From an optimization exercise on the open Yosys and OpenROAD flow, aimed at small area, a short achievable clock period and few clock cycles per item; shortcuts taken in it are not production practice. In this exercise RTL edits were held to simulation tests only and were not proved equivalent to the original. Power and IR drop assume default switching activity.

`flow/design.v`:
```
module sab_comp (
    input  wire         clk,
    input  wire         rst,
    input  wire         start,
    input  wire [1:0]   op,
    input  wire [1:0]   oss,
    input  wire [31:0]  raw,
    input  wire [31:0]  tin,
    input  wire [175:0] cal_a,
    input  wire [191:0] cal_b,
    output reg          done,
    output reg          err,
    output reg  [31:0]  result,
    output reg  [31:0]  tout
);
    wire signed [31:0] AC1 = {{16{cal_a[ 15]}}, cal_a[ 15:  0]};
    wire signed [31:0] AC2 = {{16{cal_a[ 31]}}, cal_a[ 31: 16]};
    wire signed [31:0] AC3 = {{16{cal_a[ 47]}}, cal_a[ 47: 32]};
    wire signed [31:0] AC4 = {16'd0,            cal_a[ 63: 48]};
    wire signed [31:0] AC5 = {16'd0,            cal_a[ 79: 64]};
    wire signed [31:0] AC6 = {16'd0,            cal_a[ 95: 80]};
    wire signed [31:0] B1  = {{16{cal_a[111]}}, cal_a[111: 96]};
    wire signed [31:0] B2  = {{16{cal_a[127]}}, cal_a[127:112]};
    wire signed [31:0] MC  = {{16{cal_a[159]}}, cal_a[159:144]};
    wire signed [31:0] MD  = {{16{cal_a[175]}}, cal_a[175:160]};
    wire signed [31:0] T1  = {16'd0,            cal_b[ 15:  0]};
    wire signed [31:0] T2  = {{16{cal_b[ 31]}}, cal_b[ 31: 16]};
    wire signed [31:0] T3  = {{16{cal_b[ 47]}}, cal_b[ 47: 32]};
    wire signed [31:0] P1  = {16'd0,            cal_b[ 63: 48]};
    wire signed [31:0] P2  = {{16{cal_b[ 79]}}, cal_b[ 79: 64]};
    wire signed [31:0] P3  = {{16{cal_b[ 95]}}, cal_b[ 95: 80]};
    wire signed [31:0] P4  = {{16{cal_b[111]}}, cal_b[111: 96]};
    wire signed [31:0] P5  = {{16{cal_b[127]}}, cal_b[127:112]};
    wire signed [31:0] P6  = {{16{cal_b[143]}}, cal_b[143:128]};
    wire signed [31:0] P7  = {{16{cal_b[159]}}, cal_b[159:144]};
    wire signed [31:0] P8  = {{16{cal_b[175]}}, cal_b[175:160]};
    wire signed [31:0] P9  = {{16{cal_b[191]}}, cal_b[191:176]};
    localparam [5:0]
        S_IDLE = 6'd0,
        S_DIV  = 6'd1,
        S_TA1  = 6'd2,  S_TA2  = 6'd3,  S_TA3  = 6'd4,  S_TA4  = 6'd5,
        S_PA1  = 6'd6,  S_PA2  = 6'd7,  S_PA3  = 6'd8,  S_PA4  = 6'd9,
        S_PA5  = 6'd10, S_PA6  = 6'd11, S_PA7  = 6'd12, S_PA8  = 6'd13,
        S_PA9  = 6'd14, S_PA10 = 6'd15, S_PA11 = 6'd16, S_PA12 = 6'd17,
        S_PA13 = 6'd18, S_PA14 = 6'd19, S_PA15 = 6'd20,
        S_TB1  = 6'd21, S_TB2  = 6'd22, S_TB3  = 6'd23, S_TB4  = 6'd24,
        S_PB1  = 6'd25, S_PB2  = 6'd26, S_PB3  = 6'd27, S_PB4  = 6'd28,
        S_PB5  = 6'd29, S_PB6  = 6'd30, S_PB7  = 6'd31, S_PB8  = 6'd32,
        S_PB9  = 6'd33, S_PB10 = 6'd34, S_PB11 = 6'd35, S_PB12 = 6'd36,
        S_PB13 = 6'd37;
    reg [5:0] state;
    reg [1:0]          oss_r;
    reg signed [31:0]  raw_r;
    reg signed [31:0]  tin_r;
    reg signed [31:0]  ra, rb, rc, rd;
    reg [31:0] div_q;       
    reg [31:0] div_r;       
    reg [31:0] div_d;       
    reg [4:0]  div_cnt;
    reg [5:0]  div_ret;     
    reg        div_neg;     
    reg        div_dbl;     
    wire [32:0] div_sh  = {div_r, div_q[31]};
    wire [32:0] div_sub = div_sh - {1'b0, div_d};
    wire        div_ge  = ~div_sub[32];
    wire [31:0] quo_u   = div_dbl ? {div_q[30:0], 1'b0} : div_q;
    wire [31:0] quo     = div_neg ? (32'd0 - quo_u) : quo_u;
    reg  [31:0] mul_a, mul_b;
    wire [31:0] prod = mul_a * mul_b;
    wire signed [31:0] b6   = ra;                           
    wire signed [31:0] pb_q = ra >>> 2;                     
    wire signed [31:0] tb_d = (raw_r >>> 4) - T1;           
    wire [31:0]        p_u  = ra;                           
    always @(*) begin
        mul_a = 32'd0;
        mul_b = 32'd0;
        case (state)
            S_TA1:  begin mul_a = raw_r - AC6;            mul_b = AC5;            end
            S_TA4:  begin mul_a = (rb + 32'sd8) >>> 4;    mul_b = 32'd10;         end
            S_PA2:  begin mul_a = b6;                     mul_b = b6;             end
            S_PA3:  begin mul_a = B2;                     mul_b = rb;             end
            S_PA4:  begin mul_a = AC2;                    mul_b = b6;             end
            S_PA6:  begin mul_a = AC3;                    mul_b = b6;             end
            S_PA7:  begin mul_a = B1;                     mul_b = rb;             end
            S_PA8:  begin mul_a = AC4;                    mul_b = rd;             end
            S_PA9:  begin mul_a = raw_r - rc;             mul_b = 32'd50000 >> oss_r; end
            S_PA12: begin mul_a = ra >>> 8;               mul_b = ra >>> 8;       end
            S_PA13: begin mul_a = rb;                     mul_b = 32'd3038;       end
            S_PA14: begin mul_a = -32'sd7357;             mul_b = ra;             end
            S_TB1:  begin mul_a = (raw_r >>> 3) - (T1 <<< 1); mul_b = T2;         end
            S_TB2:  begin mul_a = tb_d;                   mul_b = tb_d;           end
            S_TB3:  begin mul_a = rb;                     mul_b = T3;             end
            S_TB4:  begin mul_a = ra + rb;                mul_b = 32'd5;          end
            S_PB2:  begin mul_a = pb_q;                   mul_b = pb_q;           end
            S_PB3:  begin mul_a = rb >>> 11;              mul_b = P6;             end
            S_PB4:  begin mul_a = ra;                     mul_b = P5;             end
            S_PB5:  begin mul_a = P3;                     mul_b = rb >>> 13;      end
            S_PB6:  begin mul_a = P2;                     mul_b = ra;             end
            S_PB7:  begin mul_a = rd + 32'sd32768;        mul_b = P1;             end
            S_PB8:  begin mul_a = (32'sd1048576 - raw_r) - (rc >>> 12); mul_b = 32'd3125; end
            S_PB10: begin mul_a = p_u >> 3;               mul_b = p_u >> 3;       end
            S_PB11: begin mul_a = P9;                     mul_b = rb;             end
            S_PB12: begin mul_a = p_u >> 2;               mul_b = P8;             end
            default: ;
        endcase
    end
    wire signed [31:0] prod_s = prod;
    function [31:0] tdiv4;
        input [31:0] v;
        begin
            tdiv4 = $signed(v + (v[31] ? 32'd3 : 32'd0)) >>> 2;
        end
    endfunction
    wire signed [31:0] ta_d    = ra + MD;                            
    wire signed [31:0] ta_num  = MC <<< 11;                          
    wire signed [31:0] pa_b3in = (((AC1 <<< 2) + rc + rd) <<< oss_r) + 32'sd2;
    wire signed [31:0] pa_x3   = tdiv4(rd + (prod_s >>> 16) + 32'sd2);
    always @(posedge clk) begin
        if (rst) begin
            state  <= S_IDLE;
            done   <= 1'b0;
        end else begin
            done <= 1'b0;
            case (state)
                S_IDLE: begin
                    if (start) begin
                        oss_r <= oss;
                        raw_r <= raw;
                        tin_r <= tin;
                        err   <= 1'b0;
                        case (op)
                            2'd0: state <= S_TA1;
                            2'd1: state <= S_PA1;
                            2'd2: state <= S_TB1;
                            default: state <= S_PB1;
                        endcase
                    end
                end
                S_DIV: begin
                    div_r <= div_ge ? div_sub[31:0] : div_sh[31:0];
                    div_q <= {div_q[30:0], div_ge};
                    div_cnt <= div_cnt + 5'd1;
                    if (div_cnt == 5'd31)
                        state <= div_ret;
                end
                S_TA1: begin                         
                    ra    <= prod_s >>> 15;
                    state <= S_TA2;
                end
                S_TA2: begin                         
                    if (ta_d == 0) begin
                        err   <= 1'b1;
                        done  <= 1'b1;
                        state <= S_IDLE;
                    end else begin
                        div_q   <= ta_num[31] ? (32'd0 - ta_num) : ta_num;
                        div_d   <= ta_d[31]   ? (32'd0 - ta_d)   : ta_d;
                        div_r   <= 32'd0;
                        div_cnt <= 5'd0;
                        div_neg <= ta_num[31] ^ ta_d[31];
                        div_dbl <= 1'b0;
                        div_ret <= S_TA3;
                        state   <= S_DIV;
                    end
                end
                S_TA3: begin rb <= ra + quo;                   state <= S_TA4; end   
                S_TA4: begin                         
                    tout   <= rb;
                    result <= prod;
                    done   <= 1'b1;
                    state  <= S_IDLE;
                end
                S_PA1: begin ra <= tin_r - 32'sd4000;          state <= S_PA2; end   
                S_PA2: begin rb <= prod_s >>> 12;              state <= S_PA3; end   
                S_PA3: begin rc <= prod_s >>> 11;              state <= S_PA4; end   
                S_PA4: begin rd <= prod_s >>> 11;              state <= S_PA5; end   
                S_PA5: begin rc <= tdiv4(pa_b3in);             state <= S_PA6; end   
                S_PA6: begin rd <= prod_s >>> 13;              state <= S_PA7; end   
                S_PA7: begin rd <= pa_x3 + 32'sd32768;         state <= S_PA8; end   
                S_PA8: begin rb <= prod >> 15;                 state <= S_PA9; end   
                S_PA9: begin                                                          
                    if (rb == 32'sd0) begin
                        err   <= 1'b1;
                        done  <= 1'b1;
                        state <= S_IDLE;
                    end else begin
                        ra    <= prod;
                        state <= S_PA10;
                    end
                end
                S_PA10: begin                        
                    div_q   <= ra[31] ? ra : {ra[30:0], 1'b0};
                    div_d   <= rb;
                    div_r   <= 32'd0;
                    div_cnt <= 5'd0;
                    div_neg <= 1'b0;
                    div_dbl <= ra[31];
                    div_ret <= S_PA11;
                    state   <= S_DIV;
                end
                S_PA11: begin ra <= quo;                       state <= S_PA12; end  
                S_PA12: begin rb <= prod;                      state <= S_PA13; end  
                S_PA13: begin rb <= prod_s >>> 16;             state <= S_PA14; end  
                S_PA14: begin rc <= prod_s >>> 16;             state <= S_PA15; end  
                S_PA15: begin
                    result <= ra + ((rb + rc + 32'sd3791) >>> 4);
                    done   <= 1'b1;
                    state  <= S_IDLE;
                end
                S_TB1: begin ra <= prod_s >>> 11;              state <= S_TB2; end   
                S_TB2: begin rb <= prod_s >>> 12;              state <= S_TB3; end   
                S_TB3: begin rb <= prod_s >>> 14;              state <= S_TB4; end   
                S_TB4: begin
                    tout   <= ra + rb;                                                
                    result <= (prod_s + 32'sd128) >>> 8;
                    done   <= 1'b1;
                    state  <= S_IDLE;
                end
                S_PB1: begin ra <= (tin_r >>> 1) - 32'sd64000; state <= S_PB2; end   
                S_PB2: begin rb <= prod;                       state <= S_PB3; end   
                S_PB3: begin rc <= prod;                       state <= S_PB4; end   
                S_PB4: begin rc <= rc + (prod_s <<< 1);        state <= S_PB5; end
                S_PB5: begin
                    rc    <= (rc >>> 2) + (P4 <<< 16);
                    rd    <= prod_s >>> 3;
                    state <= S_PB6;
                end
                S_PB6: begin rd <= (rd + (prod_s >>> 1)) >>> 18; state <= S_PB7; end
                S_PB7: begin rd <= prod_s >>> 15;              state <= S_PB8; end   
                S_PB8: begin
                    if (rd == 32'sd0) begin
                        result <= 32'd0;
                        err    <= 1'b1;
                        done   <= 1'b1;
                        state  <= S_IDLE;
                    end else begin
                        div_q   <= prod[31] ? prod : {prod[30:0], 1'b0};
                        div_d   <= rd;
                        div_r   <= 32'd0;
                        div_cnt <= 5'd0;
                        div_neg <= 1'b0;
                        div_dbl <= prod[31];
                        div_ret <= S_PB9;
                        state   <= S_DIV;
                    end
                end
                S_PB9:  begin ra <= quo;                       state <= S_PB10; end  
                S_PB10: begin rb <= prod >> 13;                state <= S_PB11; end
                S_PB11: begin rb <= prod_s >>> 12;             state <= S_PB12; end  
                S_PB12: begin rc <= prod_s >>> 13;             state <= S_PB13; end  
                S_PB13: begin
                    result <= ra + ((rb + rc + P7) >>> 4);
                    done   <= 1'b1;
                    state  <= S_IDLE;
                end
                default: state <= S_IDLE;
            endcase
        end
    end
endmodule
```
`flow/run.sh`:
```
#!/bin/bash
# synth_recipe.tcl (not shown) runs the flow's synth.tcl, then flattens the netlist and writes it again
# the make line also repeats each setting of config.mk as NAME=value (left out here)
make -C /OpenROAD-flow-scripts/flow DESIGN_CONFIG=/design/flow/config.mk WORK_HOME=/design/flow/orfs CLKGATE_MAP_FILE= SYNTH_SCRIPT=/design/flow/synth_recipe.tcl finish
```
`flow/config.mk`:
```
export PLATFORM = sky130hd
export DESIGN_NAME = sab_comp
export DESIGN_NICKNAME = sab_comp
export VERILOG_FILES = /design/flow/design.v
export SDC_FILE = /design/flow/constraint.sdc
export NUM_CORES = 8
export LEC_CHECK = 0
export CAP_MARGIN = 20
export CORE_MARGIN = 2
export CORE_UTILIZATION = 35
export SLEW_MARGIN = 20
```
`flow/constraint.sdc`:
```
create_clock -name core_clock -period 20.0 [get_ports {clk}]
set_input_delay 4.0000 -clock core_clock [delete_from_list [all_inputs] [get_ports {clk}]]
set_output_delay 4.0000 -clock core_clock [all_outputs]
set_load 0.01 [all_outputs]
```
==> results.txt <==
## report_power, final
group / switching [W] / leakage, nW / internal, W / total (W)
sequential: 0.000192 / 3.39 / 0.00125 / 0.00144
combinational: 0.0101 / 32.1 / 0.00571 / 0.0158
clock: 0.000453 / 0.821 / 0.000544 / 0.000998
total: 0.0107 / 36.3 / 0.00750 / 0.0182
## worst max-delay path: cells and delay by family
| family | cells | cell delay (ns) |
|---|---|---|
| AOI/OAI and AO/OA | 13 | 2.05 |
| buffers and inverters | 15 | 2.42 |
| xor gates and xnor gates | 15 | 4.28 |
| adders and majority gates | 14 | 5.40 |
| and+or+nand+nor | 11 | 1.63 |
## flip-flops by register name, indices dropped and copies added (netlist names)
name / flops
div_cnt: 5
div_d: 32
div_dbl: 1
div_neg: 1
div_q: 32
div_r: 32
div_ret: 3
done: 1
err: 1
oss_r: 2
ra: 32
raw_r: 32
rb: 32
rc: 32
rd: 31
result: 32
state: 6
tin_r: 32
tout: 32
## worst min path at each step
stage | start | to | slack, ns | depth (start not counted)
2_1_floorplan | div_ret[4] | state[4] | 0.52 | 2
3_3_place_gp | div_r[24] | div_r[25] | 0.58 | 2
3_5_place_dp | div_r[24] | div_r[25] | 0.59 | 2
4_1_cts | div_r[24] | div_r[25] | 0.61 | 2
5_1_grt | div_cnt[0] | div_cnt[0] | 0.63 | 1
6_report | div_r[24] | div_r[25] | 0.61 | 2
## logic make-up after synthesis
logic type | share of synthesized area
and+or+nand+nor | 0.194
DFF | 0.157
muxes | 0.0230
adders and majority gates | 0.242
buffers and inverters | 0.0727
AOI/OAI and AO/OA | 0.232
xor gates and xnor gates | 0.0803
## what timing repair did
item / in CTS / in global routing
endpoints found under the hold margin: 0 / 0
resized for setup: 0 / 24
buffers inserted: 0 / 1
setup endpoints to repair: 0 / 30
## layer usage
layer  vias to the layer above  track usage  wire length, um
met5                         -       0.0175              584
met4                        33        0.371            48300
met3                      1565        0.148            52600
li1                      33500            -                -
met1                     38900        0.493           162000
met2                      5350        0.609           182000
## metrics by stage
step	total power, W	utilization	hold slack [ns]	cells	cell area [sq um]
global route	0.0189	0.428	0.628	12300	85400
global placement	0.0163	0.418	0.578	12200	83500
floorplan	0.00921	-	0.521	8781	70400
detailed placement	0.0164	0.418	0.592	12200	83500
finish	0.0182	0.428	0.610	12400	85500
CTS	0.0175	0.427	0.607	12300	85300
## layout make-up
type	instances	area (sq um)	share of cell area
timing repair buffer	1290	11200	0.131
antenna	56	140	0.00164
clock buffer	59	1320	0.0154
sequential	371	11100	0.129
inverter	856	3220	0.0376
clock inverter	35	418	0.00489
multi-input combinational	7051	54900	0.642
tap	2656	3320	0.0389
## cells in the final DEF, fill, tap and decap left out, types with 364 or more instances in the layout
cell type,count
inv_1,845
nor2_1,823
buf_4,779
nand2_1,683
ha_1,639
a21oi_1,520
clkdlybuf4s50_1,488
fa_1,450
o21ai_0,436
xnor2_1,419
edfxtp_1,364
==> impl_metrics.toml <==
[job]
cap_violations = 0

[floorplanning]
core_area_sq_um = 200000
fp.dieH_um = 453
start_util = 0.352
num_io_pins = 505
die_area_sq_um = 205000
die_w_um = 453
rows = 164

[sta]
slew_headroom = 0.116
period_minus_slack_ns = 19.35
period_share = 0.967
hold_violations = 0
worstMarginPinSlew_ns = 1.32
slew_violations = 0
fin_ws_ns = 0.654
finalSetupViolations = 0
clock.fmax_mhz = 51.7
clock_skew_ns = 0.122
fin_tns_setup_ns = 0

[pwr]
p_per_area_nw_per_um2 = 213
p_leak_nw = 36.3
vdd_ir_drop_max_v = 0.000452

[detailed_routing]
via_per_inst = 6.41
drc = 0
drt_wl_total_um = 446000
ant_nets = 0
wl_per_cell_um = 36.0
drtPass1Iterations = 13
drtIter0Drc = 11500
vias = 79400

[yosys]
synth_cells = 8781
synthDistinctLibCells = 99
synth_top_area_frac = 0.155
synth.most_common_cell = "inv_1"
ys.warnings.count = 1
synth-edff-count = 364
synth_area_sq_um = 70400
netlist_top_cells_area = "edfxtp_1, fa_1, ha_1, xnor2_1, inv_1"
seq_area_frac_synth = 0.157
yosys-top-cells-count = "inv_1, nor2_1, nand2_1, ha_1, a21oi_1"
async_flop_share = 0
ys.flop_type = "edfxtp_1"
syn_nets = 10300
synth-seq-cells = 371
synth_area_per_cell_sq_um = 8.02
synth_top_area_cell = "edfxtp_1"

[clock_tree]
clk_pin_slew_worst_paths_ns = 0.06
ctsHtreeMaxLevel = 2
numCtsBuffers = 51
numClockSinks = 371
max-clock-path-buffers = 3
postCtsHoldBufs = 0
cts_tree = "built"
cts_root_buf = "clkbuf_16"
clk_latency_ns = 0.76

[placed_design]
pre_cts_slack_ns = -0.551
portBuffers = 488
routabilityCongestion = 1.10
dp_hpwl_um = 350000

[grt]
grt_pass1_wl_um = 604000
grt_pass1_vias = 74900
grt_max_degree = 78
gr-total-overflow = 0
grtUsageTotal = 0.422
antenna_found_initial = 69

[worst_hold_path]
hp-class = "register to register"

[setup_path]
rr_worst_depth = 60
r2r-start = "state[1]"
slowest_stage = "xor2_1"
crit_path_end = "rd[23]"
worstPathArrival_ns = 19.80
critPathKind = "input pin to register"
end_kind = "register"
critPathLaunch = "cal_a[80]"
startpoint_type = "input pin"
slowest_delay_ns = 0.78
cp_max_fo = 9
cp_data_required_time_ns = 20.46
r2r_end = "rd[23]"
rrSetupSlack_ns = 1.77

[final_layout]
nFillCells = 20200
final_nets = 11100
layout-drive-gt1-share = 0.115
syn_to_final_growth_pct = 21.5

[run_status]
outcome = "complete, no violations"
Testbench counts, summed over its fixed seeds: cycles 64,770, items 1,920.

## afterwards: timing with drivers on the ports
In the flow no input, the clock included, has a driving cell. The finished layout below was timed again as built, in two steps. Step 1, drivers: a clkbuf_16 drives clk and a buf_2 each remaining input, both assumed. Step 2, shift: input delay + t, output delay - t, t = (earliest + latest rising clock arrival at the registers) / 2. This alone moves slack from input paths to output paths. Slacks: ideal ports / drivers / drivers and shift; pairs: ideal ports / drivers.
t (ns): 0.804
slack for setup (ns): 0.654 / 0.726 / -0.078
worst setup path after step 2: input to register
clock arrival spread, ns: 0.123 / 0.122
Met with ideal ports but missed after step 2: setup timing in this run. The setup slack of this run moves by +0.072 ns with the drivers and by -0.732 ns with both steps.
